This design comes from an exercise in tuning for small area, a short achievable clock period and few clock cycles on the open sky130 flow, not from production work.
Only simulation tests tie the RTL to the original design; equivalence was not proved.
Power figures rest on the tool's default switching activity, not on a simulated workload.

<file path="design.v">
module sdseq (
    input             clk,
    input             rst,           
    input             op_valid,
    output            op_ready,
    input      [7:0]  op_code,
    input      [63:0] op_arg,
    output reg        rsp_valid,
    output reg [3:0]  rsp_err,
    output     [63:0] rsp_data,
    output reg        cmd_valid,
    output     [24:0] cmd_word,
    input             eng_done,
    output     [14:0] sdcr1,
    output     [14:0] sdcr2,
    output     [27:0] sdtr1,
    output     [27:0] sdtr2,
    output     [24:5] sdcmr,
    output     [13:1] sdrtr,
    output reg        busy,            
    output reg        clk_gate,
    output reg        handle_valid,
    output reg        handle_bank,
    output reg [2:0]  phase1,
    output reg [2:0]  phase2,
    output reg [1:0]  delay_ok,
    output reg        refresh_programmed,
    output     [1:0]  ready
);
    localparam OP_MAKE_CONFIG   = 8'h10;
    localparam OP_CONFIGURE     = 8'h11;
    localparam OP_SEND_COMMAND  = 8'h20;
    localparam OP_SET_WP        = 8'h21;
    localparam OP_SET_NRFS      = 8'h22;
    localparam OP_SET_REFRESH   = 8'h23;
    localparam OP_WP            = 8'h24;
    localparam OP_BANK          = 8'h25;
    localparam OP_DELAY         = 8'h26;
    localparam OP_MEMORY_VIEW   = 8'h30;
    localparam E_OK     = 4'd0;
    localparam E_TZERO  = 4'd5;
    localparam E_RANGE  = 4'd6;
    localparam E_UNAVL  = 4'd7;
    localparam E_NOHND  = 4'd8;
    localparam E_ESZERO = 4'd9;
    localparam E_REFUSE = 4'd15;
    localparam PH_POWERUP   = 3'd0;
    localparam PH_CLKEN     = 3'd1;
    localparam PH_PRECHG    = 3'd2;
    localparam PH_REFRESHED = 3'd3;
    localparam PH_MODELOAD  = 3'd4;
    localparam PH_VIOLATED  = 3'd5;
    localparam M_CLKEN = 3'd1;
    localparam M_PALL  = 3'd2;
    localparam M_AREF  = 3'd3;
    localparam M_LMR   = 3'd4;
    reg [14:0] cr1, cr2;
    reg [27:0] tr1, tr2;
    reg [3:0]  cmr_nrfs;
    reg [15:0] cmr_mrd;
    reg [12:0] rtr_count;
    reg [4:0]  cmd_lo;           
    reg [31:0] rsp_lo;
    reg        rsp_view;         
    reg        div_run;          
    reg        div_setup;        
    reg [31:0] div_rem;          
    reg [32:0] div_den;          
    reg [3:0]  div_cnt;          
    assign op_ready = !busy && !div_run;
    wire   accept   = op_valid && op_ready;
    assign sdcr1 = cr1;
    assign sdcr2 = cr2;
    assign sdtr1 = tr1;
    assign sdtr2 = tr2;
    assign sdcmr = {cmr_mrd, cmr_nrfs};
    assign sdrtr = rtr_count;
    assign cmd_word = {cmr_mrd, cmr_nrfs, cmd_lo};
    assign rsp_data = {rsp_view, rsp_view & handle_bank, rsp_view & ~handle_bank,
                       rsp_view & handle_bank, 28'd0, rsp_lo};
    assign ready[0] = handle_valid && !handle_bank && phase1 == PH_MODELOAD && refresh_programmed;
    assign ready[1] = handle_valid &&  handle_bank && phase2 == PH_MODELOAD && refresh_programmed;
    wire [63:0] arg = op_arg;
    wire [4:0] t_mrd = arg[4:0];
    wire [4:0] t_xsr = arg[9:5];
    wire [4:0] t_ras = arg[14:10];
    wire [4:0] t_rc  = arg[19:15];
    wire [4:0] t_wr  = arg[24:20];
    wire [4:0] t_rp  = arg[29:25];
    wire [4:0] t_rcd = arg[34:30];
    wire [2:0] c_cas = arg[37:35];
    wire [3:0] c_col = arg[41:38];
    wire [3:0] c_row = arg[45:42];
    wire [1:0] c_div = arg[47:46];
    wire [1:0] c_pipe = arg[49:48];
    wire       c_wp  = arg[50];
    wire       c_rburst = arg[51];
    wire [1:0] c_dw  = arg[53:52];
    wire       c_ba  = arg[54];
    wire       c_bank = arg[55];
    function t_ok;
        input [4:0] t;
        t_ok = t[4] ? (t[3:0] == 4'd0) : (t[3:0] != 4'd0);
    endfunction
    wire cfg_zero = (t_mrd == 5'd0) || (t_xsr == 5'd0) || (t_ras == 5'd0) || (t_rc == 5'd0) ||
                    (t_wr == 5'd0) || (t_rp == 5'd0) || (t_rcd == 5'd0);
    wire cfg_ok   = t_ok(t_mrd) && t_ok(t_xsr) && t_ok(t_ras) && t_ok(t_rc) &&
                    t_ok(t_wr) && t_ok(t_rp) && t_ok(t_rcd) &&
                    (c_cas != 3'd0) && (c_cas[2] == 1'b0) &&       
                    (c_col[3:2] == 2'b10) &&                       
                    ((c_row[3:2] == 2'b11 && !c_row[1]) ||
                     (c_row == 4'd11)) &&                           
                    c_div[1] &&                                     
                    (c_pipe != 2'd3) && (c_dw != 2'd3);
    wire [3:0] cfg_err = cfg_ok ? E_OK : cfg_zero ? E_TZERO : E_RANGE;
    wire [1:0] f_nc   = c_col[1:0];             
    wire [1:0] f_nr   = c_row[1:0] - 2'd3;      
    wire [3:0] f_tmrd = t_mrd[3:0] - 4'd1;
    wire [3:0] f_txsr = t_xsr[3:0] - 4'd1;
    wire [3:0] f_tras = t_ras[3:0] - 4'd1;
    wire [3:0] f_trc  = t_rc[3:0]  - 4'd1;
    wire [3:0] f_twr  = t_wr[3:0]  - 4'd1;
    wire [3:0] f_trp  = t_rp[3:0]  - 4'd1;
    wire [3:0] f_trcd = t_rcd[3:0] - 4'd1;
    wire [9:0] cr_bank   = {c_wp, c_cas[1:0], c_ba, c_dw, f_nr, f_nc};
    wire [4:0] cr_shared = {c_pipe, c_rburst, c_div};
    wire [2:0]  k_mode = arg[2:0];
    wire        k_ctb2 = arg[3];
    wire        k_ctb1 = arg[4];
    wire        k_valid = (k_mode >= M_CLKEN) && (k_mode <= M_LMR);
    function [2:0] next_phase;
        input [2:0] ph;
        input       dok;
        input [2:0] mode;
        begin
            next_phase = PH_VIOLATED;
            case (mode)
                M_CLKEN: if (ph == PH_POWERUP)          next_phase = PH_CLKEN;
                M_PALL:  if (ph == PH_CLKEN && dok)     next_phase = PH_PRECHG;
                M_AREF:  if (ph == PH_PRECHG)           next_phase = PH_REFRESHED;
                M_LMR:   if (ph == PH_REFRESHED)        next_phase = PH_MODELOAD;
                default: next_phase = PH_VIOLATED;
            endcase
        end
    endfunction
    wire [2:0] ph1_next = next_phase(phase1, delay_ok[0], k_mode);
    wire [2:0] ph2_next = next_phase(phase2, delay_ok[1], k_mode);
    function [4:0] msb_pos;
        input [31:0] v;
        reg   [15:0] v16;
        reg   [7:0]  v8;
        reg   [3:0]  v4;
        reg   [1:0]  v2;
        begin
            msb_pos[4] = |v[31:16];
            v16        = msb_pos[4] ? v[31:16] : v[15:0];
            msb_pos[3] = |v16[15:8];
            v8         = msb_pos[3] ? v16[15:8] : v16[7:0];
            msb_pos[2] = |v8[7:4];
            v4         = msb_pos[2] ? v8[7:4] : v8[3:0];
            msb_pos[1] = |v4[3:2];
            v2         = msb_pos[1] ? v4[3:2] : v4[1:0];
            msb_pos[0] = v2[1];
        end
    endfunction
    reg  [4:0]  msb_num;
    reg  [4:0]  msb_den;
    wire        quo_zero  = msb_den > msb_num;      
    wire [4:0]  align     = msb_num - msb_den;
    function [33:0] add34;
        input [33:0] a;
        input [33:0] b;
        input        cin;
        reg   [33:0] p, g, p0;
        integer l, j;
        begin
            p0 = a ^ b;
            p  = p0;
            g  = a & b;
            g[0] = g[0] | (p[0] & cin);
            for (l = 0; l < 6; l = l + 1)
                for (j = (2 << l) - 1; j < 34; j = j + (2 << l)) begin
                    g[j] = g[j] | (p[j] & g[j - (1 << l)]);
                    p[j] = p[j] & p[j - (1 << l)];
                end
            for (l = 4; l >= 0; l = l - 1)
                for (j = 3 * (1 << l) - 1; j < 34; j = j + (2 << l)) begin
                    g[j] = g[j] | (p[j] & g[j - (1 << l)]);
                    p[j] = p[j] & p[j - (1 << l)];
                end
            add34 = p0 ^ {g[32:0], cin};
        end
    endfunction
    wire [33:0] div_da    = add34({2'b0, div_rem}, ~{1'b0, div_den}, 1'b1);                        
    wire [33:0] div_db    = add34({2'b0, div_rem}, ~{2'b0, div_den[32:1]}, 1'b1);                  
    wire [33:0] div_cr    = ~{2'b0, div_rem};
    wire [33:0] div_cd    = {1'b0, div_den};
    wire [33:0] div_ch    = {2'b0, div_den[32:1]};
    wire [33:0] div_cs    = div_cr ^ div_cd ^ div_ch;
    wire [33:0] div_cc    = (div_cr & div_cd) | (div_cr & div_ch) | (div_cd & div_ch);
    wire [33:0] div_dc    = ~add34(div_cs, {div_cc[32:0], 1'b0}, 1'b0);                         
    wire        div_ge    = !div_da[33];
    wire        div_ge2   = div_ge ? !div_dc[33] : !div_db[33];
    wire [31:0] div_r2    = div_ge ? (div_ge2 ? div_dc[31:0] : div_da[31:0])
                                   : (div_ge2 ? div_db[31:0] : div_rem);
    always @(posedge clk) begin
        if (rst) begin
            rsp_valid <= 1'b0;
            rsp_view  <= 1'b0;
            cmd_valid <= 1'b0;
            cr1       <= 15'h02D0;
            cr2       <= 15'h02D0;
            tr1       <= 28'hFFFFFFF;
            tr2       <= 28'hFFFFFFF;
            cmr_nrfs  <= 4'd0;
            cmr_mrd   <= 16'd0;
            rtr_count <= 13'd0;
            busy      <= 1'b0;
            clk_gate  <= 1'b0;
            handle_valid <= 1'b0;
            handle_bank  <= 1'b0;
            phase1    <= PH_POWERUP;
            phase2    <= PH_POWERUP;
            delay_ok  <= 2'b00;
            refresh_programmed <= 1'b0;
            div_run   <= 1'b0;
            div_setup <= 1'b0;
        end else begin
            rsp_valid <= 1'b0;
            cmd_valid <= 1'b0;
            if (op_ready) begin
                cmd_lo    <= arg[4:0];
                div_rem   <= arg[63:32];
                div_den   <= {1'b0, arg[31:0]};
                msb_num   <= msb_pos(arg[63:32]);
                msb_den   <= msb_pos(arg[31:0]);
            end
            if (accept) begin
                rsp_valid <= 1'b1;
                rsp_err   <= E_OK;
                rsp_lo    <= 32'd0;
                rsp_view  <= 1'b0;
                case (op_code)
                OP_MAKE_CONFIG: begin
                    rsp_err <= cfg_err;
                end
                OP_CONFIGURE: begin
                    if (handle_valid)
                        rsp_err <= E_UNAVL;
                    else if (cfg_err != E_OK)
                        rsp_err <= cfg_err;
                    else begin
                        clk_gate     <= 1'b1;
                        handle_valid <= 1'b1;
                        handle_bank  <= c_bank;
                        cr1[14:10]   <= cr_shared;
                        tr1[15:12]   <= f_trc;
                        tr1[23:20]   <= f_trp;
                        if (!c_bank) begin
                            cr1[9:0]   <= cr_bank;
                            tr1[3:0]   <= f_tmrd;
                            tr1[7:4]   <= f_txsr;
                            tr1[11:8]  <= f_tras;
                            tr1[19:16] <= f_twr;
                            tr1[27:24] <= f_trcd;
                        end else begin
                            cr2[9:0]   <= cr_bank;
                            tr2[3:0]   <= f_tmrd;
                            tr2[7:4]   <= f_txsr;
                            tr2[11:8]  <= f_tras;
                            tr2[19:16] <= f_twr;
                            tr2[27:24] <= f_trcd;
                        end
                    end
                end
                OP_SEND_COMMAND: begin
                    if (!handle_valid)
                        rsp_err <= E_NOHND;
                    else if (!k_valid)
                        rsp_err <= E_REFUSE;
                    else begin
                        rsp_valid <= 1'b0;
                        cmr_nrfs  <= arg[8:5];
                        cmr_mrd   <= arg[24:9];
                        cmd_valid <= 1'b1;
                        busy      <= 1'b1;
                        if (k_ctb1) begin
                            phase1 <= ph1_next;
                            if (k_mode == M_CLKEN && phase1 == PH_POWERUP)
                                delay_ok[0] <= 1'b0;
                        end
                        if (k_ctb2) begin
                            phase2 <= ph2_next;
                            if (k_mode == M_CLKEN && phase2 == PH_POWERUP)
                                delay_ok[1] <= 1'b0;
                        end
                    end
                end
                OP_SET_WP: begin
                    if (!handle_valid)
                        rsp_err <= E_NOHND;
                    else if (!handle_bank)
                        cr1[9] <= arg[0];
                    else
                        cr2[9] <= arg[0];
                end
                OP_SET_NRFS: begin
                    if (!handle_valid)
                        rsp_err <= E_NOHND;
                    else if (arg[7:0] > 8'd15)
                        rsp_err <= E_RANGE;
                    else
                        cmr_nrfs <= arg[3:0];
                end
                OP_SET_REFRESH: begin
                    if (!handle_valid)
                        rsp_err <= E_NOHND;
                    else if (arg[15:0] > 16'd8191)
                        rsp_err <= E_RANGE;
                    else begin
                        rtr_count <= arg[12:0];
                        refresh_programmed <= 1'b1;
                    end
                end
                OP_WP: begin
                    if (!handle_valid)
                        rsp_err <= E_NOHND;
                    else
                        rsp_lo <= {31'd0, handle_bank ? cr2[9] : cr1[9]};
                end
                OP_BANK: begin
                    if (!handle_valid)
                        rsp_err <= E_NOHND;
                    else
                        rsp_lo <= {31'd0, handle_bank};
                end
                OP_DELAY: begin
                    if (arg[31:0] != 32'd0) begin
                        if (phase1 == PH_CLKEN) delay_ok[0] <= 1'b1;
                        if (phase2 == PH_CLKEN) delay_ok[1] <= 1'b1;
                    end
                end
                OP_MEMORY_VIEW: begin
                    if (!handle_valid)
                        rsp_err <= E_NOHND;
                    else if (arg[31:0] == 32'd0)
                        rsp_err <= E_ESZERO;
                    else begin
                        rsp_valid <= 1'b0;
                        div_run   <= 1'b1;
                        div_setup <= 1'b1;
                    end
                end
                default: rsp_err <= E_REFUSE;
                endcase
            end
            if (busy && eng_done) begin
                busy      <= 1'b0;
                rsp_valid <= 1'b1;
                rsp_err   <= E_OK;
                rsp_lo    <= 32'd0;
                rsp_view  <= 1'b0;
            end
            if (div_run) begin
                if (div_setup) begin
                    div_setup <= 1'b0;
                    rsp_lo    <= 32'd0;
                    div_den   <= {div_den[31:0], 1'b0} << {align[4:1], 1'b0};
                    div_cnt   <= align[4:1];
                    if (quo_zero) begin
                        div_run   <= 1'b0;
                        rsp_valid <= 1'b1;
                        rsp_err   <= E_OK;
                        rsp_view  <= 1'b1;
                    end
                end else begin
                    div_den <= div_den >> 2;
                    div_cnt <= div_cnt - 4'd1;
                    div_rem <= div_r2;
                    rsp_lo  <= {rsp_lo[29:0], div_ge, div_ge2};
                    if (div_cnt == 4'd0) begin
                        div_run   <= 1'b0;
                        rsp_valid <= 1'b1;
                        rsp_err   <= E_OK;
                        rsp_view  <= 1'b1;
                    end
                end
            end
        end
    end
endmodule
</file>
<file path="flow/run.sh">
#!/bin/bash
# The standard layout (standard.sh), with the ports buffered by the
# smallest buffer cell (sky130_fd_sc_hd__buf_1) instead of the default delay
# buffer; the resizer still upsizes any that timing or slew needs.
set -euo pipefail
bash standard.sh "BUFFER_PORTS_ARGS=-buffer_cell sky130_fd_sc_hd__buf_1" finish > standard_flow.log 2>&1
</file>
<file path="standard.sh">
#!/bin/bash
# synth_recipe.tcl (not shown) runs the flow's synth.tcl, then flattens the netlist and writes it again
# the make line also repeats each setting of config.mk as NAME=value (left out here)
make -C /OpenROAD-flow-scripts/flow DESIGN_CONFIG=/design/flow/config.mk WORK_HOME=/design/flow/orfs CLKGATE_MAP_FILE= SYNTH_SCRIPT=/design/flow/synth_recipe.tcl "${@:-finish}"
</file>
<file path="config.mk">
export PLATFORM = sky130hd
export DESIGN_NAME = sdseq
export DESIGN_NICKNAME = sdseq
export VERILOG_FILES = /design/flow/design.v
export SDC_FILE = /design/flow/constraint.sdc
export NUM_CORES = 4
export LEC_CHECK = 0
export CAP_MARGIN = 20
export CORE_MARGIN = 2
export CORE_UTILIZATION = 65
export PLACE_DENSITY = 0.75
export SETUP_SLACK_MARGIN = 5
export SLEW_MARGIN = 20
</file>
<file path="constraint.sdc">
create_clock -name core_clock -period 10.0 [get_ports {clk}]
set_input_delay 2.0000 -clock core_clock [delete_from_list [all_inputs] [get_ports {clk}]]
set_output_delay 2.0000 -clock core_clock [all_outputs]
set_load 0.01 [all_outputs]
</file>
==> implementation parameters, run 1 <==
Parameter                              Value

Synthesis
  Most area-consuming cells after synthesis    edfxtp_1 (19%), dfxtp_1 (13%), ha_1 (12%), fa_1 (8.4%), nand2_1 (4.9%)
  Synth top cells by count    nand2_1 (248), inv_1 (186), ha_1 (181), a21oi_1 (163), nor2_1 (139)
  Netlist area before placement    19100 sq um
  Total of flip-flops plus latches after synthesis    244
  Most area-hungry cell type in the Yosys netlist    edfxtp_1
  Post-synthesis cell count    2110
  Most common cell in the netlist    nand2_1
  Mean instance size in the synthesized netlist    around 9.1 sq um
  Portion of synthesized cell area occupied by the leading cell type    18.9%
  YS warnings    1
  Post-synth ARST share    0%
  Count of unique library cells instantiated by Yosys    about 80
  Post-synth top flop    dfxtp_1
  Count of flip-flops with a built-in enable after synthesis    120
  Share of the yosys chip area belonging to registers    31.9%

Finish
  End-of-flow core utilization    73.0%
  Layout Area Growth over Synthesis    9.98%
  Total number of nets in the final design    approximately 2600
  Share of layout cells above drive strength 1    5.65%
  Post-layout instance count excluding filler cells    2704

Setup path
  Endpoint of the worst register-to-register path    div_rem[2]
  Critical Path Most Common Cell    o21ai_1
  Worst reg2reg path startpoint    div_den[0]
  Master of the slowest instance on the critical path    o21ai_1
  Critical Path, Cell by Cell    ha_1 -> fa_1 -> nor2b_1 -> o31a_1 -> o21ai_1 -> a311oi_1 -> or3_1 -> a31oi_1 -> o21ai_1 -> nand2_1 -> buf_4 -> inv_1 -> a21oi_1
  Sort of element at the end of the critical path    flop
  Reg-to-reg setup timing slack    5240 ps
  Worst path top cell family by delay    compound AO/OA/AOI/OAI gates
  Biggest fanout along the worst timing path    18
  Slowest cell delay on critical path    580 ps
  Buffering stage count on the worst path with inverters included    2
  Worst Reg2Reg Path Length in Cells    13
  Category of the critical setup timing path    flop to flop
  Worst Path Required    10290 ps
  Nature of the critical path startpoint    flop
  Arrival @ worst endpoint    a little over 5000 ps

Drt
  Number of vias in the routed layout    16900
  DR pass1 iterations    8
  Avg Vias per Cell    6.24
  Drc violations    0
  Initial DRC Count    1954
  ANT nets after route    0
  Avg WL per Cell    22.7 um
  Routed wire length    61.3 mm

Timing
  Accumulated negative setup slack    0 ps
  Final hold vios    0
  Setup violations, final    0
  Final clock skew    between 15 and 20 ps
  Unrepaired setup endpoints after global routing    false
  Peak Freq    roughly 0.21 GHz
  Crit share post-route    a little under half
  Max transition margin    24.6%
  Slew at the pin closest to its max-slew limit    1130 ps
  Period minus WS final    4760 ps
  Final slew viol count    0

Worst hold path
  Min-Delay Endpoint    cr1[13]
  Worst hold stages    2
  Type of the tightest min-delay check    flop to flop
  Worst min-delay path startpoint    cr1[13]

Global route
  Initial antenna violation count    2
  Total global routing overflow    0
  Number of global-route vias before repair    16400
  First-pass GRT wire length    93.1 mm
  Pin count of the biggest net entering global routing    between 80 and 90
  Global-route usage over all layers    38.8%

Placed design
  Number of placed instances with taps included    2649
  Half-perimeter wire length after placement    46.2 mm
  Final GP Congestion    0.974
  Input/output buffers    ~260

Status
  Result of the run  timing/DRC/antenna clean

Floorplan
  I/O pin count    306
  Row cnt    62
  Initial core utilization    between 60% and 70%
  Die footprint    approximately 31000 sq um
  Core Box Area    about 29000 sq um
  Width of the die    between 150 and 200 um
  Height of the die    175 um

Clock network
  Clock tree root buffer cell    clkbuf_16
  Clock slew at reported path FFs    60 ps
  Maximum level of the CTS H-tree    1
  Worst-case clock buffer depth    3
  Post-CTS setup-driven buffer insertion count    0
  Number of clock sinks seen by CTS    244
  CTS Buf Count    28
  CTS hold repair buffers    0
  Clock insertion delay at the later pin of the skew report    550 ps
  CTS tree    built
  PostCTS Resize Cnt    3

Run
  Max cap viols    0

Power
  Peak supply drop    113 uV
  Post-layout power    3010 uW
  PD cells    approximately 140 nW/um^2
  Leakage power    0.00907 uW
==> routing by layer <==
layer  GRT usage, %  vias to the layer above  wire, um
met5              0                        -         0
met3           7.58                      157      5950
met4           13.7                        0      2230
li1               -                     7637         -
met1           51.0                     8131     23900
met2           64.2                      947     29200
==> worst min-delay path: stages, from the launching register on <==
cell	delay, ps
dfxtp_1	310
nand2_1	50
a21oi_1	50
==> registers in the layout, indices dropped and copies added (netlist names), 5 cells and up <==
register / count
tr2: 20
msb_den: 5
cr1: 15
div_rem: 32
cmd_lo: 5
div_den: 33
msb_num: 5
rtr_count: 13
rsp_lo: 32
tr1: 28
cmr_mrd: 16
sdcr2: 10
==> stage by stage <==
| stage | setup WS (ps) | hold WS (ps) | instance area (sq um) |
|---|---|---|---|
| 4_1_cts | 5010 | 458 | 21000 |
| 5_1_grt | 4980 | 484 | 21000 |
| 3_5_place_dp | 4200 | 447 | 20000 |
| 3_3_place_gp | 4460 | 439 | 20000 |
| 6_report | 5240 | 457 | 21000 |
| 2_1_floorplan | 5450 | 476 | 19200 |
==> kinds of logic (layout without fill, tap and decap cells) <==
logic type | after synthesis | after routing | share of synthesized area (%)
AOI/OAI and AO/OA | 527 | 527 | 18.2
xor gates and xnor gates | 65 | 65 | 2.98
adders and majority gates | 261 | 261 | 20.2
buffers and inverters | 355 | 523 | 8.71
DFF | 244 | 244 | 31.9
muxes | 66 | 66 | 3.68
other | 2 | 44 | 0.0393
and+or+nand+nor | 590 | 590 | 14.3
==> worst max path at each step <==
stage	to	slack, ps	depth (start not counted)	start
detailed placement	tr1[8]	4200	15	op_arg[0]
floorplan	sdcr2[4]	5450	17	op_arg[5]
CTS	sdcr2[1]	5010	14	op_arg[0]
global placement	tr1[4]	4460	15	op_arg[0]
global route	div_rem[27]	4980	17	div_den[2]
finish	div_rem[2]	5240	13	div_den[0]
==> area by class of cell <==
cell class | instances | area, sq um
Sequential cell | 244 | 6090
Tap cell | 384 | 480
Clock buffer | 46 | 875
Timing Repair Buffer | 283 | 1160
Fill cell | 2231 | 7780
Clock inverter | 5 | 46.3
Antenna cell | 3 | 7.51
Inverter | 189 | 716
Multi-Input combinational cell | 1550 | 11600
==> power breakdown <==
| part | switching, uW | internal (uW) | total, uW |
|---|---|---|---|
| clock | 437 | 598 | 1040 |
| combinational | 546 | 321 | 867 |
| sequential | 34.3 | 1080 | 1110 |
==> cell usage in the layout, fill, tap and decap left out, drive strengths merged, types with 51 or more instances in the layout <==
cell type and count:
nor2 141, mux2i 51, edfxtp 120, nand2 250, buf 280, o211ai 70, inv 187, ha 181
a21oi 163, o21ai 88, fa 80, dfxtp 124
Testbench counts, summed over its fixed seeds: cycles 14,549.
==> run 2, diff against run 1 <==
--- a/config.mk
+++ b/config.mk
@@ -7,7 +7,6 @@
 export LEC_CHECK = 0
 export CAP_MARGIN = 20
 export CORE_MARGIN = 2
-export CORE_UTILIZATION = 65
-export PLACE_DENSITY = 0.75
+export CORE_UTILIZATION = 40
 export SETUP_SLACK_MARGIN = 5
 export SLEW_MARGIN = 20
==> implementation parameters, run 2 <==
Parameter                              Value

Synthesis
  Count of unique library cells instantiated by Yosys    78
  YS warnings    1
  Portion of synthesized cell area occupied by the leading cell type    18.9%
  Most area-consuming cells after synthesis    edfxtp_1 (19%), dfxtp_1 (13%), ha_1 (12%), fa_1 (8.4%), nand2_1 (4.9%)
  Share of the yosys chip area belonging to registers    31.9%
  Post-synthesis cell count    2110
  Post-synth top flop    dfxtp_1
  Synth top cells by count    nand2_1 (248), inv_1 (186), ha_1 (181), a21oi_1 (163), nor2_1 (139)
  Post-synth ARST share    0%
  Most common cell in the netlist    nand2_1
  Fraction of synthesized cell area in xor and xnor cells    just under 3%
  Most area-hungry cell type in the Yosys netlist    edfxtp_1
  Mean instance size in the synthesized netlist    9.05 sq um
  Post-synthesis mux area share    approximately 3.7%
  Total of flip-flops plus latches after synthesis    244
  Combinational family with the most area after synthesis    adder cells
  Netlist area before placement    about 19000 sq um
  Adder-cell area share of the yosys netlist    between 20% and 30%
  Count of flip-flops with a built-in enable after synthesis    120
  Share of the synthesized area in compound gates (AO/OA/AOI/OAI)    18.2%
  Synth Area in Simple Gates    between 10% and 20%

Power
  Leakage power    between 0.009 and 0.01 uW
  PD cells    138 nW/um^2
  Peak supply drop    109 uV

Placed design
  Final GP Congestion    ~0.94
  Number of placed instances with taps included    2885
  Half-perimeter wire length after placement    between 50 and 60 mm
  Input/output buffers    264

Timing
  Max transition margin    roughly a quarter
  Crit share post-route    between 40% and 50%
  Final hold vios    0
  Final slew viol count    0
  Setup violations, final    0
  Final clock skew    ~20 ps
  Hold_ws    462 ps
  Accumulated negative setup slack    0 ps
  Unrepaired setup endpoints after global routing    true
  Slew at the pin closest to its max-slew limit    1120 ps
  Period minus WS final    about 4700 ps
  Peak Freq    0.211 GHz

Clock network
  Worst-case clock buffer depth    3
  Number of clock sinks seen by CTS    244
  Clock insertion delay at the later pin of the skew report    570 ps
  Clock tree root buffer cell    clkbuf_16
  CTS tree    built
  CTS Buf Count    26
  Clock slew at reported path FFs    70 ps
  Post-CTS setup-driven buffer insertion count    0
  CTS hold repair buffers    0
  Maximum level of the CTS H-tree    1

Finish
  Commonest non-fill, non-tap cell in the layout    buf_1
  Register bank with the most flops    div_den
  Total number of nets in the final design    2635
  Layout Area Growth over Synthesis    11.0%
  Regs by FF count    div_den x33, div_rem x32, rsp_lo x32
  Share of layout cells above drive strength 1    5.87%
  Post-layout instance count excluding filler cells    between 2000 and 3000
  Commonest cells after routing, fill and taps aside    buf_1 (261), nand2_1 (247), inv_1 (186)
  Flip-flop count of the largest register after layout    33
  Diode count    0

Drt
  Routed wire length    64.7 mm
  DR pass1 iterations    5
  Drc violations    0
  Number of vias in the routed layout    16400
  Avg Vias per Cell    5.61
  Initial DRC Count    1476
  Avg WL per Cell    22.1 um
  ANT nets after route    0

Setup path
  Worst reg2reg path startpoint    div_den[0]
  Nature of the critical path startpoint    flop
  Reg-to-reg setup timing slack    5250 ps
  Biggest fanout along the worst timing path    21
  Worst Path Required    10230 ps
  Critical Path, Cell by Cell    ha_1 -> fa_1 -> nor2b_1 -> o31a_1 -> o21ai_1 -> a311oi_1 -> or3_1 -> a31oi_1 -> o21ai_2 -> a211oi_1 -> a21oi_4 -> buf_4
  Sort of element at the end of the critical path    flop
  Category of the critical setup timing path    flop to flop
  Slowest cell delay on critical path    610 ps
  Master of the slowest instance on the critical path    a21oi_4
  Endpoint of the worst register-to-register path    div_rem[14]
  Worst Reg2Reg Path Length in Cells    12
  Arrival @ worst endpoint    about 5000 ps

Worst hold path
  Type of the tightest min-delay check    flop to flop
  Worst min-delay path startpoint    sdcr2[5]
  Min-Delay Endpoint    sdcr2[5]
  Worst hold stages    2

Global route
  First-pass GRT wire length    approximately 99 mm
  Number of global-route vias before repair    16300
  Total global routing overflow    0
  Global-route usage over all layers    25.7%
  Pin count of the biggest net entering global routing    61
  Initial antenna violation count    1

Run
  Max cap viols    0

Floorplan
  Die footprint    49500 sq um
  Core Box Area    47400 sq um
  Row cnt    80
  I/O pin count    306
  Height of the die    223 um
  Initial core utilization    around two fifths
  Width of the die    around 220 um

Status
  Result of the run  timing/DRC/antenna clean
==> run 2: cell types whose count changed in the layout (fill, tap and decap cells not counted), sizes merged <==
| cell | before | now |
|---|---|---|
| buf | 280 | 285 |
| clkbuf | 49 | 38 |
| clkinv | 7 | 9 |
| diode | 3 | 0 |
| inv | 187 | 192 |
==> run 2: power by group <==
group | switching (uW) | total (uW) | internal [uW] | leakage (uW)
sequential | 35.2 | 1110 | 1080 | 0.00217
combinational | 548 | 868 | 320 | 0.00646
clock | 438 | 953 | 515 | 0.000406
==> run 2: metal layers <==
metal	track usage, %	routed length (um)	vias to the layer above
li1	-	-	7639
met2	41.6	29800	662
met1	32.9	26600	8000
met5	0	15	-
met3	5.75	5340	139
met4	11.3	3010	2
==> run 2: logic make-up after synthesis <==
| kind of cell | Yosys count |
|---|---|
| buffers and inverters | 355 |
| muxes | 66 |
| and+or+nand+nor | 590 |
| xor gates and xnor gates | 65 |
| AOI/OAI and AO/OA | 527 |
| DFF | 244 |
| adders and majority gates | 261 |
| other | 2 |
==> run 2: per-stage QoR <==
stage / cell area [sq um] / power (uW) / setup WS, ps / utilization, %
floorplan: 19200 / 1740 / 5450 / -
global placement: 20300 / 1970 / 4410 / 42.9
detailed placement: 20300 / 1980 / 4350 / 42.9
CTS: 21200 / 2930 / 5020 / 44.6
global route: 21200 / 3080 / 4970 / 44.7
finish: 21200 / 2930 / 5250 / 44.7
==> run 2: area by class of cell <==
type	instances	area, sq um
tap	615	769
multi-input combinational	1550	11700
clock buffer	36	729
clock inverter	12	78.8
inverter	189	714
fill	4767	26200
sequential	244	6090
timing repair buffer	287	1170
==> run 2: critical path, delay by kind of cell (launching register included) <==
kind,cells,cell delay (ps)
AO/OA/AOI/OAI,7,2310
adder cells (fa/ha/maj),2,670
buffers and inverters,1,440
flip-flops,1,500
AND/OR/NAND/NOR,2,460
==> run 2: worst max path at each step <==
stage                           from          end  slack, ps  cells after the start
after floorplan            op_arg[5]     sdcr2[4]       5450                     17
after global placement     op_arg[5]       tr1[4]       4410                     14
after detailed placement   op_arg[5]      tr1[19]       4350                     14
after CTS                 div_den[0]   div_rem[2]       5020                     13
after global routing      div_den[2]  div_rem[27]       4970                     17
final                     div_den[0]  div_rem[14]       5250                     12
==> run 2: repair_timing <==
| item | CTS | global route |
|---|---|---|
| cloned | 0 | 0 |
| resized for setup | 4 | 11 |
| endpoints found under the setup margin | 43 | 86 |
| pin swaps | 0 | 0 |
==> run 3, diff against run 2 <==
--- a/design.v
+++ b/design.v
@@ -191,16 +191,16 @@
             add34 = p0 ^ {g[32:0], cin};
         end
     endfunction
-    wire [33:0] div_da    = add34({2'b0, div_rem}, ~{1'b0, div_den}, 1'b1);                        
-    wire [33:0] div_db    = add34({2'b0, div_rem}, ~{2'b0, div_den[32:1]}, 1'b1);                  
-    wire [33:0] div_cr    = ~{2'b0, div_rem};
+    wire [33:0] div_rn    = {2'b11, div_rem};
     wire [33:0] div_cd    = {1'b0, div_den};
     wire [33:0] div_ch    = {2'b0, div_den[32:1]};
-    wire [33:0] div_cs    = div_cr ^ div_cd ^ div_ch;
-    wire [33:0] div_cc    = (div_cr & div_cd) | (div_cr & div_ch) | (div_cd & div_ch);
-    wire [33:0] div_dc    = ~add34(div_cs, {div_cc[32:0], 1'b0}, 1'b0);                         
-    wire        div_ge    = !div_da[33];
-    wire        div_ge2   = div_ge ? !div_dc[33] : !div_db[33];
+    wire [33:0] div_da    = add34(div_rn, div_cd, 1'b0);                  
+    wire [33:0] div_db    = add34(div_rn, div_ch, 1'b0);                  
+    wire [33:0] div_cs    = div_rn ^ div_cd ^ div_ch;
+    wire [33:0] div_cc    = (div_rn & div_cd) | (div_rn & div_ch) | (div_cd & div_ch);
+    wire [33:0] div_dc    = add34(div_cs, {div_cc[32:0], 1'b0}, 1'b0);    
+    wire        div_ge    = div_da[33];
+    wire        div_ge2   = div_ge ? div_dc[33] : div_db[33];
     wire [31:0] div_r2    = div_ge ? (div_ge2 ? div_dc[31:0] : div_da[31:0])
                                    : (div_ge2 ? div_db[31:0] : div_rem);
     always @(posedge clk) begin
@@ -230,7 +230,7 @@
             cmd_valid <= 1'b0;
             if (op_ready) begin
                 cmd_lo    <= arg[4:0];
-                div_rem   <= arg[63:32];
+                div_rem   <= ~arg[63:32];
                 div_den   <= {1'b0, arg[31:0]};
                 msb_num   <= msb_pos(arg[63:32]);
                 msb_den   <= msb_pos(arg[31:0]);
--- a/config.mk
+++ b/config.mk
@@ -8,5 +8,6 @@
 export CAP_MARGIN = 20
 export CORE_MARGIN = 2
 export CORE_UTILIZATION = 40
+export CTS_BUF_LIST = sky130_fd_sc_hd__clkbuf_4 sky130_fd_sc_hd__clkbuf_8
 export SETUP_SLACK_MARGIN = 5
 export SLEW_MARGIN = 20
==> implementation parameters, run 3 <==
Parameter                              Value

Floorplan
  Core Box Area    around 44000 sq um
  Initial core utilization    40.5%
  Height of the die    approximately 220 um
  I/O pin count    306
  Die footprint    46400 sq um
  Row cnt    77
  Width of the die    215 um

Synthesis
  Post-synth ARST share    0%
  Post-synth top flop    dfxtp_1
  Netlist area before placement    17900 sq um
  Mean instance size in the synthesized netlist    between 9 and 10 sq um
  Post-synthesis cell count    1915
  YS warnings    1
  Synth top cells by count    nand2_1 (232), a21oi_1 (187), nor2_1 (127), dfxtp_1 (124)
  Count of unique library cells instantiated by Yosys    88
  Portion of synthesized cell area occupied by the leading cell type    about a fifth
  Share of the yosys chip area belonging to registers    34.1%
  Total of flip-flops plus latches after synthesis    approximately 240
  Count of flip-flops with a built-in enable after synthesis    120
  Most common cell in the netlist    nand2_1
  Most area-hungry cell type in the Yosys netlist    edfxtp_1
  Most area-consuming cells after synthesis    edfxtp_1 (20%), dfxtp_1 (14%), fa_1 (9.0%), ha_1 (8.4%), a21oi_1 (5.2%)

Setup path
  Category of the critical setup timing path    flop to flop
  Nature of the critical path startpoint    flop
  Slowest cell delay on critical path    about 660 ps
  Sort of element at the end of the critical path    flop
  Buffering stage count on the worst path with inverters included    0
  Critical Path Most Common Cell    o21ai_1
  Arrival @ worst endpoint    5220 ps
  Biggest fanout along the worst timing path    11
  Worst path top cell family by delay    compound AO/OA/AOI/OAI gates
  Critical Path, Cell by Cell    fa_1 -> ha_1 -> o211ai_1 -> o21ai_1 -> o21ai_1 -> o211ai_1 -> o21a_1 -> a311o_2 -> nor2_2 -> a21oi_1 -> o21ai_1
  Master of the slowest instance on the critical path    edfxtp_1
  Worst Path Required    10320 ps

Drt
  Drc violations    0
  Routed wire length    62.1 mm
  Initial DRC Count    1472
  ANT nets after route    0
  DR pass1 iterations    5
  Number of vias in the routed layout    roughly 16000
  Avg Vias per Cell    5.74
  Avg WL per Cell    about 22 um

Timing
  Final slew viol count    0
  Period minus WS final    slightly below 5000 ps
  Final clock skew    between 20 and 30 ps
  Accumulated negative setup slack    0 ps
  Crit share post-route    49.0%
  Final worst-path setup slack    5100 ps
  Unrepaired setup endpoints after global routing    false
  Final hold vios    0
  Slew at the pin closest to its max-slew limit    around 1100 ps
  Max transition margin    27.5%
  Peak Freq    0.204 GHz
  Setup violations, final    0

Placed design
  Pre-CTS setup slack    4180 ps
  Final GP Congestion    0.966
  Input/output buffers    264
  Half-perimeter wire length after placement    46.1 mm

Clock network
  CTS Buf Count    46
  Clock tree root buffer cell    clkbuf_8
  Clock insertion delay at the later pin of the skew report    640 ps
  Number of clock sinks seen by CTS    244
  Worst-case clock buffer depth    3
  Maximum level of the CTS H-tree    2
  CTS hold repair buffers    0
  Clock slew at reported path FFs    60 ps
  CTS tree    built
  Post-CTS setup-driven buffer insertion count    0

Finish
  End-of-flow core utilization    45.9%
  Register bank with the most flops    div_den
  Flip-flop count of the largest register after layout    33
  Area used by sequential logic in the layout    just over 6000 sq um
  Multi-input logic area    between 10000 and 15000 sq um
  Regs by FF count    div_den x33, div_rem x32, rsp_lo x32
  Total number of nets in the final design    2410
  # fillers    4413
  Layout Area Growth over Synthesis    13.3%
  Share of layout cells above drive strength 1    7.46%
  Commonest non-fill, non-tap cell in the layout    buf_1
  Commonest cells after routing, fill and taps aside    buf_1 (260), nand2_1 (230), a21oi_1 (185)

Global route
  Total global routing overflow    0
  Initial antenna violation count    1
  Number of global-route vias before repair    15600
  Pin count of the biggest net entering global routing    66
  First-pass GRT wire length    93.4 mm
  Global-route usage over all layers    26.1%

Worst hold path
  Type of the tightest min-delay check    flop to flop

Power
  Post-layout power    3080 uW
  PD cells    152 nW/um^2
  Leakage power    0.00813 uW
  Peak supply drop    109 uV

Run
  Max cap viols    0

Status
  Result of the run  timing/DRC/antenna clean
## run 3: cell count changes in the layout (fill, tap and decap cells not counted), moves of 28 or more
cell | previous run | this run
clkbuf_8 | 2 | 52
a22oi_1 | 30 | 2
o221ai_1 | 37 | 5
ha_1 | 181 | 120
inv_1 | 186 | 68
and3_1 | 36 | 8
## run 3: logic make-up (layout without fill, tap and decap cells)
group | after synthesis | count (layout) | share of synthesized area (%)
simple gates | 569 | 569 | 15.4
compound gates | 521 | 522 | 18.7
flops | 244 | 244 | 34.1
buf+inv | 233 | 449 | 6.54
fa+ha+maj | 200 | 200 | 17.4
mux | 81 | 81 | 4.64
xor+xnor | 65 | 65 | 3.23
other cells | 2 | 42 | 0.0420
## run 3: area by class of cell
type	count	share of cell area (%)
antenna	1	0.0124
multi-input combinational	1478	53.5
sequential	244	30.1
timing repair buffer	290	6.08
clock inverter	19	1.17
clock buffer	66	4.06
tap	592	3.66
inverter	74	1.39
## run 3: worst paths after layout
| check | cells after the start | to | from | slack [ps] |
|---|---|---|---|---|
| worst max register to register | 11 | rsp_lo[0] | div_den[6] | 5100 |
| worst min-delay path | 2 | sdcr2[1] | sdcr2[1] | 460 |
| worst min register to register | 2 | sdcr2[1] | sdcr2[1] | 460 |
| worst max-delay path | 11 | rsp_lo[0] | div_den[6] | 5100 |
## run 3: metrics by stage
| stage | hold slack (ps) | instance area [sq um] | std cells |
|---|---|---|---|
| 2_1_floorplan | 465 | 18000 | 1954 |
| 3_3_place_gp | 445 | 19100 | 2675 |
| 3_5_place_dp | 450 | 19100 | 2675 |
| 4_1_cts | 458 | 20200 | 2761 |
| 5_1_grt | 477 | 20200 | 2763 |
| 6_report | 456 | 20200 | 2764 |
## run 3: power by group
| group | switching, uW | internal (uW) |
|---|---|---|
| Combinational | 494 | 318 |
| Clock | 478 | 663 |
| Sequential | 49.8 | 1080 |
## run 3: metal layers
metal | vias to the layer above | track usage [%] | share of wire (%)
met4 | 0 | 10.1 | 3.7
met2 | 735 | 43.0 | 47
met3 | 127 | 5.69 | 8.6
li1 | 7295 | - | -
met5 | - | 0 | 0
met1 | 7700 | 33.5 | 41
## run 3: worst register-to-register path: cells and delay by family (launching register included)
kind,cells,cell delay (ps)
AO/OA/AOI/OAI,8,2750
adder cells (fa/ha/maj),2,900
flip-flops,1,660
AND/OR/NAND/NOR,1,270
## run 3: timing repair
item | 4_1_cts | 5_1_grt
hold endpoints to repair | 0 | 0
setup endpoints to repair | 28 | 48
cloned | 1 | 0
gates resized for setup | 2 | 5
pin swaps | 1 | 1
Testbench counts of run 3, summed over its fixed seeds: cycles 14,549.
==> run 4, diff against run 3 <==
==> config.mk (replaced) <==
export PLATFORM = sky130hd
export DESIGN_NAME = sdseq
export DESIGN_NICKNAME = sdseq
export VERILOG_FILES = /design/flow/design.v
export SDC_FILE = /design/flow/constraint.sdc
export NUM_CORES = 4
export LEC_CHECK = 0
export ABC_AREA = 1
export CAP_MARGIN = 20
export CORE_MARGIN = 2
export CORE_UTILIZATION = 40
export SETUP_SLACK_MARGIN = 5
export SLEW_MARGIN = 20
==> implementation parameters, run 4 <==
Parameter                              Value

Finish
  Commonest cells after routing, fill and taps aside    nand2_1 (372), buf_1 (263), inv_1 (236)
  Register bank with the most flops    div_den
  Total number of nets in the final design    2757
  Share of layout cells above drive strength 1    6.47%
  Diode count    0
  Layout Area Growth over Synthesis    11.6%
  Regs by FF count    div_den x33, div_rem x32, rsp_lo x32
  Flip-flop count of the largest register after layout    33
  Commonest non-fill, non-tap cell in the layout    nand2_1
  Post-layout instance count excluding filler cells    between 3000 and 4000

Clock network
  Maximum level of the CTS H-tree    1
  Number of clock sinks seen by CTS    244
  Clock slew at reported path FFs    ~60 ps
  CTS tree    built
  Clock tree root buffer cell    clkbuf_16
  Clock insertion delay at the later pin of the skew report    590 ps
  CTS Buf Count    28
  Worst-case clock buffer depth    3
  CTS hold repair buffers    0

Floorplan
  Core Box Area    around 46000 sq um
  Height of the die    219 um
  Row cnt    78
  I/O pin count    about 300
  Die footprint    48100 sq um
  Width of the die    219 um
  Initial core utilization    40.7%

Setup path
  Arrival @ worst endpoint    approximately 5000 ps
  Sort of element at the end of the critical path    flop
  Worst Path Required    ~10000 ps
  Category of the critical setup timing path    primary input to flop
  Biggest fanout along the worst timing path    46
  Nature of the critical path startpoint    primary input

Synthesis
  Count of unique library cells instantiated by Yosys    63
  Most area-hungry cell type in the Yosys netlist    edfxtp_1
  Post-synth top flop    dfxtp_1
  Synth top cells by count    nand2_1 (372), inv_1 (238), a21oi_1 (210), nor2_1 (165), nand3_1 (158)
  Portion of synthesized cell area occupied by the leading cell type    19.4%
  Most area-consuming cells after synthesis    edfxtp_1 (19%), dfxtp_1 (13%), fa_1 (8.6%), ha_1 (8.1%), nand2_1 (7.5%)
  YS warnings    1
  Total of flip-flops plus latches after synthesis    244
  Mean instance size in the synthesized netlist    8.10 sq um
  Post-synthesis cell count    2288
  Share of the yosys chip area belonging to registers    32.8%
  Netlist area before placement    18500 sq um
  Count of flip-flops with a built-in enable after synthesis    120
  Post-synth ARST share    0%
  Most common cell in the netlist    nand2_1

Drt
  DR pass1 iterations    6
  Avg Vias per Cell    5.55
  Avg WL per Cell    20.8 um
  Routed wire length    64.6 mm
  ANT nets after route    0
  Initial DRC Count    about 1500
  Number of vias in the routed layout    17200
  Drc violations    0

Power
  Peak supply drop    124 uV
  Part of the total power dissipated in sequential elements    35.1%
  Post-layout power    between 3000 and 4000 uW
  Part of the power in the clock network    32.6%
  Reported net switching power    1220 uW
  Leakage power    0.00880 uW
  PD cells    162 nW/um^2
  Cell-internal power    2130 uW
  Comb pwr share    32.3%
  Switching fraction of total power    36.4%

Timing
  Crit share post-route    between 40% and 50%
  Max transition margin    28.7%
  Peak Freq    0.215 GHz
  Final clock skew    29.8 ps
  Period minus WS final    4640 ps
  Final hold vios    0
  Setup violations, final    0
  Slew at the pin closest to its max-slew limit    1070 ps
  Accumulated negative setup slack    0 ps
  Final slew viol count    0
  Unrepaired setup endpoints after global routing    false

Status
  Result of the run  timing/DRC/antenna clean

Global route
  Number of global-route vias before repair    16600
  First-pass GRT wire length    slightly below 100 mm
  Pin count of the biggest net entering global routing    76
  Total global routing overflow    0
  Initial antenna violation count    1
  Global-route usage over all layers    26.4%

Placed design
  Number of placed instances with taps included    3049
  Half-perimeter wire length after placement    between 40 and 50 mm
  Final GP Congestion    roughly 0.97
  Input/output buffers    264

Run
  Max cap viols    0

Worst hold path
  Type of the tightest min-delay check    flop to flop
-- run 4: cell count changes after synthesis, moves of 38 or more --
cell / delta
o21ai_0: +89
nand3_1: +138
nand2_1: +140
inv_1: +168
nor2_1: +38
mux2i_1: -72
-- run 4: cell type report --
cell class              count  area [sq um]
well taps                 600           751
multi-input cells        1671         10800
inverters                 256           970
flip-flops and latches    244          6090
repair buffers            280          1130
fillers                  4597         24900
clock inverters            17           176
clock buffers              35           800
-- run 4: routing by layer --
layer	up-vias	part of all wire (%)	global-route usage, %
met4	2	3.9	9.21
met1	8208	44	37.5
met5	-	0.020	0
met3	134	9.2	5.02
li1	8107	-	-
met2	768	43	40.0
-- run 4: repair_timing --
action,in CTS,in global routing
setup endpoints to repair,0,46
gates resized for setup,0,4
setup buffers,0,1
-- run 4: cells by family (layout without fill, tap and decap cells) --
family | after synthesis | count (layout) | share of synthesized area [%]
AND/OR/NAND/NOR | 803 | 803 | 19.4
AO/OA/AOI/OAI | 562 | 562 | 17.8
buffers and inverters | 412 | 588 | 10.0
flip-flops | 244 | 244 | 32.8
adder cells (fa/ha/maj) | 200 | 200 | 16.7
XOR/XNOR | 61 | 61 | 2.92
multiplexers | 4 | 4 | 0.216
other | 2 | 41 | 0.0405
-- run 4: power by group through the flow --
stage / Clock [uW] / Sequential [uW] / Combinational [uW]
after floorplan: 0 / 1170 / 821
after global placement: 0 / 1200 / 1050
after CTS: 1110 / 1180 / 1080
after detailed placement: 0 / 1200 / 1070
final: 1090 / 1180 / 1080
after global routing: 1140 / 1180 / 1230
-- run 4: per-stage QoR --
stage	area (sq um)	hold slack [ps]	worst slack [ps]	utilization, %
finish	20700	477	5360	45.4
detailed placement	19700	451	4610	43.1
CTS	20600	474	5220	45.3
global route	20700	494	5010	45.4
global placement	19700	452	4680	43.1
floorplan	18700	500	5050	-
-- run 4: path summary, 6_finish.rpt --
check              from          to  slack, ps  depth (start not counted)
min              tr2[6]      tr2[6]        480                          2
min reg2reg      tr2[6]      tr2[6]        480                          2
max           op_arg[0]     tr1[16]       5360                         15
max reg2reg  div_den[3]  div_rem[4]       5570                         15
-- run 4: worst max-delay path, cell delays in order --
cell     delay, ps
buf_1          340
inv_1          250
ha_1           290
nand2_1         70
nor2_1          50
ha_1           320
nand4_1         80
nor2_1          90
nand3_1        140
nor2_4         170
nand3_4        270
nor2_4         450
inv_4          270
a21oi_1        200
o21ai_1         80
==> run 5, diff against run 4 <==
--- a/config.mk
+++ b/config.mk
@@ -5,9 +5,9 @@
 export SDC_FILE = /design/flow/constraint.sdc
 export NUM_CORES = 4
 export LEC_CHECK = 0
-export ABC_AREA = 1
 export CAP_MARGIN = 20
 export CORE_MARGIN = 2
 export CORE_UTILIZATION = 40
 export SETUP_SLACK_MARGIN = 5
 export SLEW_MARGIN = 20
+export TNS_END_PERCENT = 10
==> implementation parameters, run 5 <==
Parameter                              Value

Timing
  Crit share post-route    between 40% and 50%
  Final hold vios    0
  Period minus WS final    about 4800 ps
  Accumulated negative setup slack    0 ps
  Peak Freq    0.210 GHz
  Final clock skew    ~29 ps
  Unrepaired setup endpoints after global routing    true
  Final slew viol count    0
  Hold_ws    about 460 ps
  Setup violations, final    0
  Max transition margin    a little over a quarter
  Slew at the pin closest to its max-slew limit    1090 ps

Floorplan
  Height of the die    about 220 um
  Width of the die    approximately 220 um
  Die footprint    approximately 46000 sq um
  Row cnt    77
  Initial core utilization    between 40 and 50%
  I/O pin count    306
  Core Box Area    44100 sq um

Clock network
  CTS hold repair buffers    0
  Clock insertion delay at the later pin of the skew report    580 ps
  Worst-case clock buffer depth    3
  Number of clock sinks seen by CTS    244
  Clock tree root buffer cell    clkbuf_16
  Maximum level of the CTS H-tree    1
  CTS tree    built
  Clock slew at reported path FFs    60 ps
  CTS Buf Count    29

Global route
  Initial antenna violation count    1
  Pin count of the biggest net entering global routing    66
  Number of global-route vias before repair    15500
  Global-route usage over all layers    25.5%
  First-pass GRT wire length    92.1 mm
  Total global routing overflow    0

Drt
  Avg WL per Cell    22.4 um
  Number of vias in the routed layout    between 15000 and 20000
  Max layer used    met4
  Drc violations    0
  Met3 wire length    between 5 and 6 mm
  Initial DRC Count    1529
  DR pass1 iterations    8
  Avg Vias per Cell    5.75
  Total routed wire length on the met1 layer    24.9 mm
  Routed wire length    slightly above 60 mm
  Met2 wire length    28.8 mm
  ANT nets after route    0

Synthesis
  Most area-hungry cell type in the Yosys netlist    edfxtp_1
  Netlist area before placement    17900 sq um
  Most common cell in the netlist    nand2_1
  Share of the yosys chip area belonging to registers    between 30% and 40%
  Portion of synthesized cell area occupied by the leading cell type    approximately 20%
  Mean instance size in the synthesized netlist    9.33 sq um
  Post-synthesis cell count    1915
  Total of flip-flops plus latches after synthesis    244
  Post-synth ARST share    0%
  YS warnings    1
  Synth top cells by count    nand2_1 (232), a21oi_1 (187), nor2_1 (127), dfxtp_1 (124)
  Post-synth top flop    dfxtp_1
  Count of unique library cells instantiated by Yosys    88
  Count of flip-flops with a built-in enable after synthesis    120
  Most area-consuming cells after synthesis    edfxtp_1 (20%), dfxtp_1 (14%), fa_1 (9.0%), ha_1 (8.4%), a21oi_1 (5.2%)

Setup path
  Nature of the critical path startpoint    primary input
  Category of the critical setup timing path    primary input to flop
  Sort of element at the end of the critical path    flop
  Arrival @ worst endpoint    roughly 5200 ps
  Worst Path Required    10470 ps
  Biggest fanout along the worst timing path    17

Status
  Result of the run  timing/DRC/antenna clean

Finish
  Flip-flop count of the largest register after layout    33
  Commonest cells after routing, fill and taps aside    buf_1 (260), nand2_1 (230), a21oi_1 (185)
  Share of layout cells above drive strength 1    6.17%
  Regs by FF count    div_den x33, div_rem x32, rsp_lo x32
  Total number of nets in the final design    2394
  Layout Area Growth over Synthesis    13.4%
  Register bank with the most flops    div_den
  Finished layout cell area    20300 sq um
  Commonest non-fill, non-tap cell in the layout    buf_1

Placed design
  Input/output buffers    ~260
  Final GP Congestion    0.966
  Total placed instance area    between 15000 and 20000 sq um
  Half-perimeter wire length after placement    46.1 mm

Power
  PD cells    153 nW/um^2
  Peak supply drop    about 120 uV
  Leakage power    around 0.0081 uW

Run
  Max cap viols    0

Worst hold path
  Type of the tightest min-delay check    flop to flop
-- run 5: changes by cell type after synthesis, sizes merged, moves of 24 or more --
cell    before  now
a211oi      40   16
a21o        15   45
and2         0   32
inv        254   73
mux2i        4   76
nand2      382  233
nand2b       0   24
nand3      162   20
nor2       193  136
o211ai      35   64
o21ai      191   69
o22ai        6   41
-- run 5: final cells by class --
| class | count | area, sq um |
|---|---|---|
| fill | 4388 | 23900 |
| multi-input combinational | 1478 | 10800 |
| sequential | 244 | 6090 |
| timing repair buffer | 291 | 1240 |
| clock buffer | 43 | 956 |
| tap | 592 | 741 |
| inverter | 74 | 280 |
| clock inverter | 10 | 114 |
| antenna | 1 | 2.50 |
-- run 5: path summary, 6_finish.rpt --
kind | slack [ps] | to | cells past startpoint | from
hold / removal | 460 | sdcr2[1] | 2 | sdcr2[1]
setup reg to reg | 5290 | div_rem[11] | 11 | div_den[3]
setup / recovery | 5230 | cr1[2] | 14 | op_arg[10]
hold reg to reg | 460 | sdcr2[1] | 2 | sdcr2[1]
-- run 5: worst max-delay path: stages --
cell and delay (ps):
buf_1 360, inv_1 180, ha_1 230, nor3b_1 150, ha_1 310, nand4b_1 100
nor2_1 150, nand4_1 160, or3_1 430, nand2b_2 400, buf_4 280, nor2_4 210
nor2_1 60, a211oi_1 210
-- run 5: cell families after synthesis --
family / count (synthesis) / share of synthesized area (%)
simple gates: 569 / 15.4
compound gates: 521 / 18.7
flops: 244 / 34.1
buf+inv: 233 / 6.54
fa+ha+maj: 200 / 17.4
mux: 81 / 4.64
xor+xnor: 65 / 3.23
other cells: 2 / 0.0420
-- run 5: through the flow --
step           instances  power (uW)  worst slack (ps)  utilization, %
2_1_floorplan       1954        1710              5530               -
3_3_place_gp        2675        1920              4450            43.3
3_5_place_dp        2675        1930              4180            43.3
4_1_cts             2728        3090              4870            45.7
5_1_grt             2732        3240              4990            45.9
6_report            2733        3100              5230            45.9
-- run 5: what timing repair did --
action | in CTS | in global routing
endpoints found under the setup margin | 56 | 65
resized for setup | 2 | 5
buffers inserted | 0 | 1
pin swaps | 0 | 1
gates cloned | 0 | 1
-- run 5: metal layers --
metal	global-route usage, %	up-vias
met5	0	-
met2	42.0	671
met1	33.3	7657
met4	10.0	0
met3	4.66	131
li1	-	7247
-- run 5: power by group --
part           internal [uW]  total, uW  switching, uW
Combinational            318        810            492
Sequential              1080       1130           49.3
Clock                    713       1170            452
Total                   2110       3100            993
==> run 6, diff against run 5 <==
--- a/config.mk
+++ b/config.mk
@@ -10,4 +10,3 @@
 export CORE_UTILIZATION = 40
 export SETUP_SLACK_MARGIN = 5
 export SLEW_MARGIN = 20
-export TNS_END_PERCENT = 10
==> implementation parameters, run 6 <==
Parameter                              Value

Status
  Result of the run  timing/DRC/antenna clean

Clock network
  Number of clock sinks seen by CTS    about 240
  CTS hold repair buffers    0
  Clock tree root buffer cell    clkbuf_16
  Worst-case clock buffer depth    3
  CTS Buf Count    29
  CTS tree    built
  Maximum level of the CTS H-tree    1
  Clock slew at reported path FFs    approximately 60 ps
  Clock insertion delay at the later pin of the skew report    580 ps

Timing
  Final clock skew    28.5 ps
  Final hold vios    0
  Slew at the pin closest to its max-slew limit    around 1200 ps
  Unrepaired setup endpoints after global routing    true
  Max transition margin    22.8%
  Final slew viol count    0
  Crit share post-route    around 48%
  Peak Freq    0.209 GHz
  Setup violations, final    0
  Period minus WS final    4790 ps
  Hold_ws    457 ps
  Accumulated negative setup slack    0 ps

Floorplan
  Row cnt    77
  Initial core utilization    40.5%
  Die footprint    46400 sq um
  I/O pin count    306
  Height of the die    215 um
  Width of the die    approximately 220 um
  Core Box Area    44100 sq um

Synthesis
  Share of the yosys chip area belonging to registers    34.1%
  Synth top cells by count    nand2_1 (232), a21oi_1 (187), nor2_1 (127), dfxtp_1 (124)
  Most area-hungry cell type in the Yosys netlist    edfxtp_1
  YS warnings    1
  Most area-consuming cells after synthesis    edfxtp_1 (20%), dfxtp_1 (14%), fa_1 (9.0%), ha_1 (8.4%), a21oi_1 (5.2%)
  Post-synthesis cell count    1915
  Total of flip-flops plus latches after synthesis    244
  Count of unique library cells instantiated by Yosys    88
  Portion of synthesized cell area occupied by the leading cell type    20.2%
  Count of flip-flops with a built-in enable after synthesis    120
  Post-synth ARST share    0%
  Post-synth top flop    dfxtp_1
  Mean instance size in the synthesized netlist    9.33 sq um
  Netlist area before placement    17900 sq um
  Most common cell in the netlist    nand2_1

Finish
  Area used by sequential logic in the layout    6090 sq um
  Register bank with the most flops    div_den
  Regs by FF count    div_den x33, div_rem x32, rsp_lo x32
  Flip-flop count of the largest register after layout    33
  Commonest cells after routing, fill and taps aside    buf_1 (260), nand2_1 (230), a21oi_1 (185)
  Multi-input logic area    10800 sq um
  # fillers    4386
  Commonest non-fill, non-tap cell in the layout    buf_1
  Layout Area Growth over Synthesis    13.4%
  Total number of nets in the final design    roughly 2400
  Share of layout cells above drive strength 1    6.17%

Setup path
  Worst Reg2Reg Path Length in Cells    11
  Nature of the critical path startpoint    primary input
  Reg-to-reg setup timing slack    between 5000 and 6000 ps
  Slowest cell delay on critical path    430 ps
  Critical Path, Cell by Cell    buf_1 -> inv_1 -> ha_1 -> nor3b_1 -> ha_1 -> nand4b_1 -> nor2_1 -> nand4_1 -> or3_1 -> nand2b_2 -> buf_4 -> nor2_4 -> nor2_1 -> a211oi_1
  Master of the slowest instance on the critical path    or3_1
  Endpoint of the worst register-to-register path    div_rem[11]
  Biggest fanout along the worst timing path    17
  Worst reg2reg path startpoint    div_den[25]
  Category of the critical setup timing path    primary input to flop
  Sort of element at the end of the critical path    flop
  Worst Path Required    between 10000 and 15000 ps
  Arrival @ worst endpoint    between 5000 and 6000 ps

Power
  PD cells    roughly 150 nW/um^2
  Peak supply drop    around 120 uV
  Part of the power in the clock network    37.6%
  Post-layout power    3100 uW
  Comb pwr share    between 20% and 30%
  Reported net switching power    993 uW
  Cell-internal power    2110 uW
  Leakage power    between 0.008 and 0.009 uW
  Switching fraction of total power    32.0%
  Part of the total power dissipated in sequential elements    36.3%

Global route
  Pin count of the biggest net entering global routing    66
  Total global routing overflow    0
  Global-route usage over all layers    25.8%
  Number of global-route vias before repair    between 15000 and 20000
  Initial antenna violation count    1
  First-pass GRT wire length    92.8 mm

Drt
  Avg WL per Cell    22.4 um
  Met3 wire length    5.06 mm
  ANT nets after route    0
  Avg Vias per Cell    5.77
  Number of vias in the routed layout    15800
  Routed wire length    61.4 mm
  Total routed wire length on the met1 layer    25.1 mm
  Max layer used    met4
  Initial DRC Count    1513
  Drc violations    0
  DR pass1 iterations    5
  Met2 wire length    a little under 30 mm

Worst hold path
  Worst hold stages    2
  Worst min-delay path startpoint    sdcr2[1]
  Type of the tightest min-delay check    flop to flop
  Min-Delay Endpoint    sdcr2[1]

Placed design
  Half-perimeter wire length after placement    46.1 mm
  Input/output buffers    264
  Final GP Congestion    0.966

Run
  Max cap viols    0
==> run 6: what timing repair did <==
item	4_1_cts	5_1_grt
setup buffers	0	1
cloned	1	0
endpoints found under the setup margin	56	41
pin swaps	1	1
gates resized for setup	5	2
==> run 6: worst max-delay path, delay by kind of cell <==
kind            cells  cell delay, ps
buf+inv             3             830
fa+ha+maj           2             540
compound gates      1             210
simple gates        8            1650
==> run 6: routing by layer <==
| metal | track usage [%] | vias to the layer above |
|---|---|---|
| li1 | - | 7249 |
| met2 | 42.6 | 703 |
| met1 | 33.5 | 7703 |
| met5 | 0 | - |
| met4 | 9.86 | 0 |
| met3 | 4.73 | 126 |
==> run 6: kinds of logic (layout without fill, tap and decap cells) <==
logic type               after synthesis  count (layout)  synth area share, %
buffers and inverters                233             418                 6.54
XOR/XNOR                              65              65                 3.23
other                                  2              42               0.0420
AO/OA/AOI/OAI                        521             522                 18.7
multiplexers                          81              81                 4.64
AND/OR/NAND/NOR                      569             569                 15.4
flip-flops                           244             244                 34.1
adder cells (fa/ha/maj)              200             200                 17.4
==> run 6: power groups by stage <==
stage | clock (uW) | sequential, uW | combinational [uW]
after floorplan | 0 | 1130 | 576
after global placement | 0 | 1150 | 770
after detailed placement | 0 | 1150 | 783
after CTS | 1180 | 1120 | 797
after global routing | 1220 | 1130 | 889
final | 1160 | 1130 | 810
==> run 6: area by class of cell <==
type / instances / share of cell area, %
multi-input cells: 1478 / 53.5
flip-flops and latches: 244 / 30.0
repair buffers: 291 / 6.12
clock buffers: 43 / 4.72
well taps: 592 / 3.66
inverters: 74 / 1.38
clock inverters: 10 / 0.562
diodes: 1 / 0.0124
==> run 6: worst max-delay path by stage <==
stage	startpoint	to	slack, ps	depth (start not counted)
final	op_arg[10]	cr1[2]	5210	14
after global routing	op_arg[10]	cr1[2]	4990	14
after CTS	op_arg[0]	cr1[2]	5080	14
after detailed placement	op_arg[1]	cr1[2]	4180	14
after global placement	op_arg[1]	cr1[2]	4450	14
after floorplan	rst	div_den[0]	5530	3
==> run 6: metrics by stage <==
stage,worst slack (ps),std cells,area [sq um],util (%)
floorplan,5530,1954,18000,-
global placement,4450,2675,19100,43.3
detailed placement,4180,2675,19100,43.3
CTS,5080,2729,20200,45.7
global route,4990,2732,20300,45.9
finish,5210,2733,20300,45.9
==> run 7, diff against run 6 <==
--- a/design.v
+++ b/design.v
@@ -98,14 +98,12 @@
     wire [1:0] c_dw  = arg[53:52];
     wire       c_ba  = arg[54];
     wire       c_bank = arg[55];
-    function t_ok;
-        input [4:0] t;
-        t_ok = t[4] ? (t[3:0] == 4'd0) : (t[3:0] != 4'd0);
-    endfunction
-    wire cfg_zero = (t_mrd == 5'd0) || (t_xsr == 5'd0) || (t_ras == 5'd0) || (t_rc == 5'd0) ||
-                    (t_wr == 5'd0) || (t_rp == 5'd0) || (t_rcd == 5'd0);
-    wire cfg_ok   = t_ok(t_mrd) && t_ok(t_xsr) && t_ok(t_ras) && t_ok(t_rc) &&
-                    t_ok(t_wr) && t_ok(t_rp) && t_ok(t_rcd) &&
+    wire [6:0] t_top = {t_rcd[4], t_rp[4], t_wr[4], t_rc[4], t_ras[4], t_xsr[4], t_mrd[4]};
+    wire [6:0] t_nz  = {|t_rcd[3:0], |t_rp[3:0], |t_wr[3:0], |t_rc[3:0],
+                        |t_ras[3:0], |t_xsr[3:0], |t_mrd[3:0]};
+    wire cfg_zero = |(~t_top & ~t_nz);
+    wire cfg_over = |(t_top & t_nz);
+    wire cfg_ok   = !cfg_zero && !cfg_over &&
                     (c_cas != 3'd0) && (c_cas[2] == 1'b0) &&       
                     (c_col[3:2] == 2'b10) &&                       
                     ((c_row[3:2] == 2'b11 && !c_row[1]) ||
==> implementation parameters, run 7 <==
Parameter                              Value

Status
  Result of the run  timing/DRC/antenna clean

Finish
  Share of layout cells above drive strength 1    approximately 5.5%
  Commonest non-fill, non-tap cell in the layout    buf_1
  Register bank with the most flops    div_den
  # fillers    around 4400
  Layout Area Growth over Synthesis    13.1%
  Flip-flop count of the largest register after layout    33
  Commonest cells after routing, fill and taps aside    buf_1 (262), nand2_1 (191), a21oi_1 (154)
  Total number of nets in the final design    2382
  Regs by FF count    div_den x33, div_rem x32, rsp_lo x32

Global route
  Number of global-route vias before repair    15500
  Initial antenna violation count    2
  Global-route usage over all layers    25.7%
  First-pass GRT wire length    93.5 mm
  Total global routing overflow    0

Setup path
  Endpoint of the worst register-to-register path    div_rem[4]
  Category of the critical setup timing path    flop to primary output
  Worst Path Required    8000 ps
  Worst reg2reg path startpoint    div_den[10]
  Reg-to-reg setup timing slack    5220 ps
  Arrival @ worst endpoint    2790 ps

Drt
  Avg Vias per Cell    5.80
  Initial DRC Count    ~1400
  Avg WL per Cell    around 22 um
  Routed wire length    a little over 60 mm
  DR pass1 iterations    6
  Met3 wire length    4.48 mm
  ANT nets after route    0

Placed design
  Pre-CTS setup slack    3790 ps
  Final GP Congestion    0.961

Synthesis
  Count of flip-flops with a built-in enable after synthesis    120
  Most area-consuming cells after synthesis    edfxtp_1 (20%), dfxtp_1 (14%), fa_1 (8.9%), ha_1 (7.9%), mux2i_1 (6.3%)
  YS warnings    1
  Post-synth top flop    dfxtp_1
  Count of unique library cells instantiated by Yosys    69
  Share of the yosys chip area belonging to registers    between 30% and 40%
  Synth top cells by count    nand2_1 (191), a21oi_1 (158), dfxtp_1 (124), edfxtp_1 (120), nor2_1 (120)
  Netlist area before placement    roughly 18000 sq um
  Post-synthesis cell count    1912
  Post-synth ARST share    0%
  Total of flip-flops plus latches after synthesis    244
  Most common cell in the netlist    nand2_1
  Mean instance size in the synthesized netlist    9.40 sq um
  Portion of synthesized cell area occupied by the leading cell type    20.0%

Floorplan
  Height of the die    ~220 um
  Die footprint    about 47000 sq um
  I/O pin count    just over 300
  Row cnt    77

Clock network
  CTS tree    built
  Clock insertion delay at the later pin of the skew report    560 ps
  CTS hold repair buffers    0
  Worst-case clock buffer depth    3
  CTS Buf Count    29
  Number of clock sinks seen by CTS    roughly 240
  Clock slew at reported path FFs    60 ps

Timing
  Final slew viol count    0
  Peak Freq    0.209 GHz
  Final clock skew    around 11 ps
  Max transition margin    23.2%
  Unrepaired setup endpoints after global routing    false
  Slew at the pin closest to its max-slew limit    about 1200 ps
  Accumulated negative setup slack    0 ps
  Final hold vios    0
  Period minus WS final    between 4000 and 5000 ps

Worst hold path
  Min-Delay Endpoint    clk_gate
  Worst min-delay path startpoint    clk_gate
  Worst hold stages    2

Power
  Leakage power    0.00829 uW
  PD cells    152 nW/um^2
  Peak supply drop    137 uV

Run
  Max cap viols    0
[run 7: changes by cell type after synthesis, moves of 22 or more]
cell	previous run	this run
a211oi_1	16	46
o22ai_1	41	15
clkbuf_1	60	83
o211ai_1	64	86
mux2i_1	76	114
a21oi_1	187	158
nand2_1	232	191
[run 7: layer usage]
layer,up-vias,global-route usage [%]
li1,7257,-
met1,7768,33.8
met2,670,42.4
met3,139,4.88
met4,2,9.02
met5,-,0
[run 7: critical path, cell delays in order, from the launching register on]
cell	delay [ps]
dfxtp_2	1070
or2_2	240
buf_4	560
inv_1	170
buf_1	180
[run 7: what timing repair did]
item / 4_1_cts / 5_1_grt
gates cloned: 0 / 0
pin swaps: 0 / 1
hold endpoints to repair: 0 / 0
setup buffers: 0 / 2
resized for setup: 3 / 3
endpoints found under the setup margin: 20 / 30
[run 7: power breakdown]
group	switching [uW]	leakage (uW)	internal (uW)	total, uW
clock	449	0.000479	623	1070
sequential	54.5	0.00217	1080	1130
combinational	529	0.00564	349	878
[run 7: layout make-up]
type	instances	area (sq um)	area share [%]
multi-input combinational	1460	11000	54.0
clock inverter	13	80.1	0.394
tap	592	741	3.64
antenna	1	2.50	0.0123
clock buffer	40	887	4.36
sequential	244	6090	29.9
timing repair buffer	293	1230	6.08
inverter	85	320	1.58
[run 7: worst max path at each step]
stage,start,to,cells past startpoint
after floorplan,div_rem[0],div_rem[0],12
after global placement,op_arg[0],sdcr2[0],12
after detailed placement,op_arg[0],sdcr2[0],12
after CTS,div_den[3],div_rem[25],13
after global routing,div_den[3],div_rem[31],15
final,div_run,op_ready,4
[run 7: cell families after synthesis]
group,synth area share [%]
fa+ha+maj,16.8
other cells,0.0418
buf+inv,6.60
mux,6.79
xor+xnor,3.17
compound gates,19.1
flops,33.9
simple gates,13.7
[run 7: per-stage QoR]
stage               total power [uW]  util, %  cell area (sq um)  hold WS (ps)  cells
global placement                2000     43.5              19300           436   2670
global route                    3240     45.9              20300           477   2728
detailed placement              2010     43.5              19300           445   2671
finish                          3080     45.9              20300           454   2728
floorplan                       1770        -              18100           470   1951
CTS                             3090     45.7              20300           456   2724
Testbench counts of run 7, summed over its fixed seeds: cycles 14,549.

Re-timed with assumed drivers on the ports (clkbuf_16 on the clock, buf_2 on other inputs), run 7 has 5.148 ns of setup slack against 5.206 ns with ideal ports, and 4.663 ns once port delays also move by the mid clock arrival of 0.613 ns.
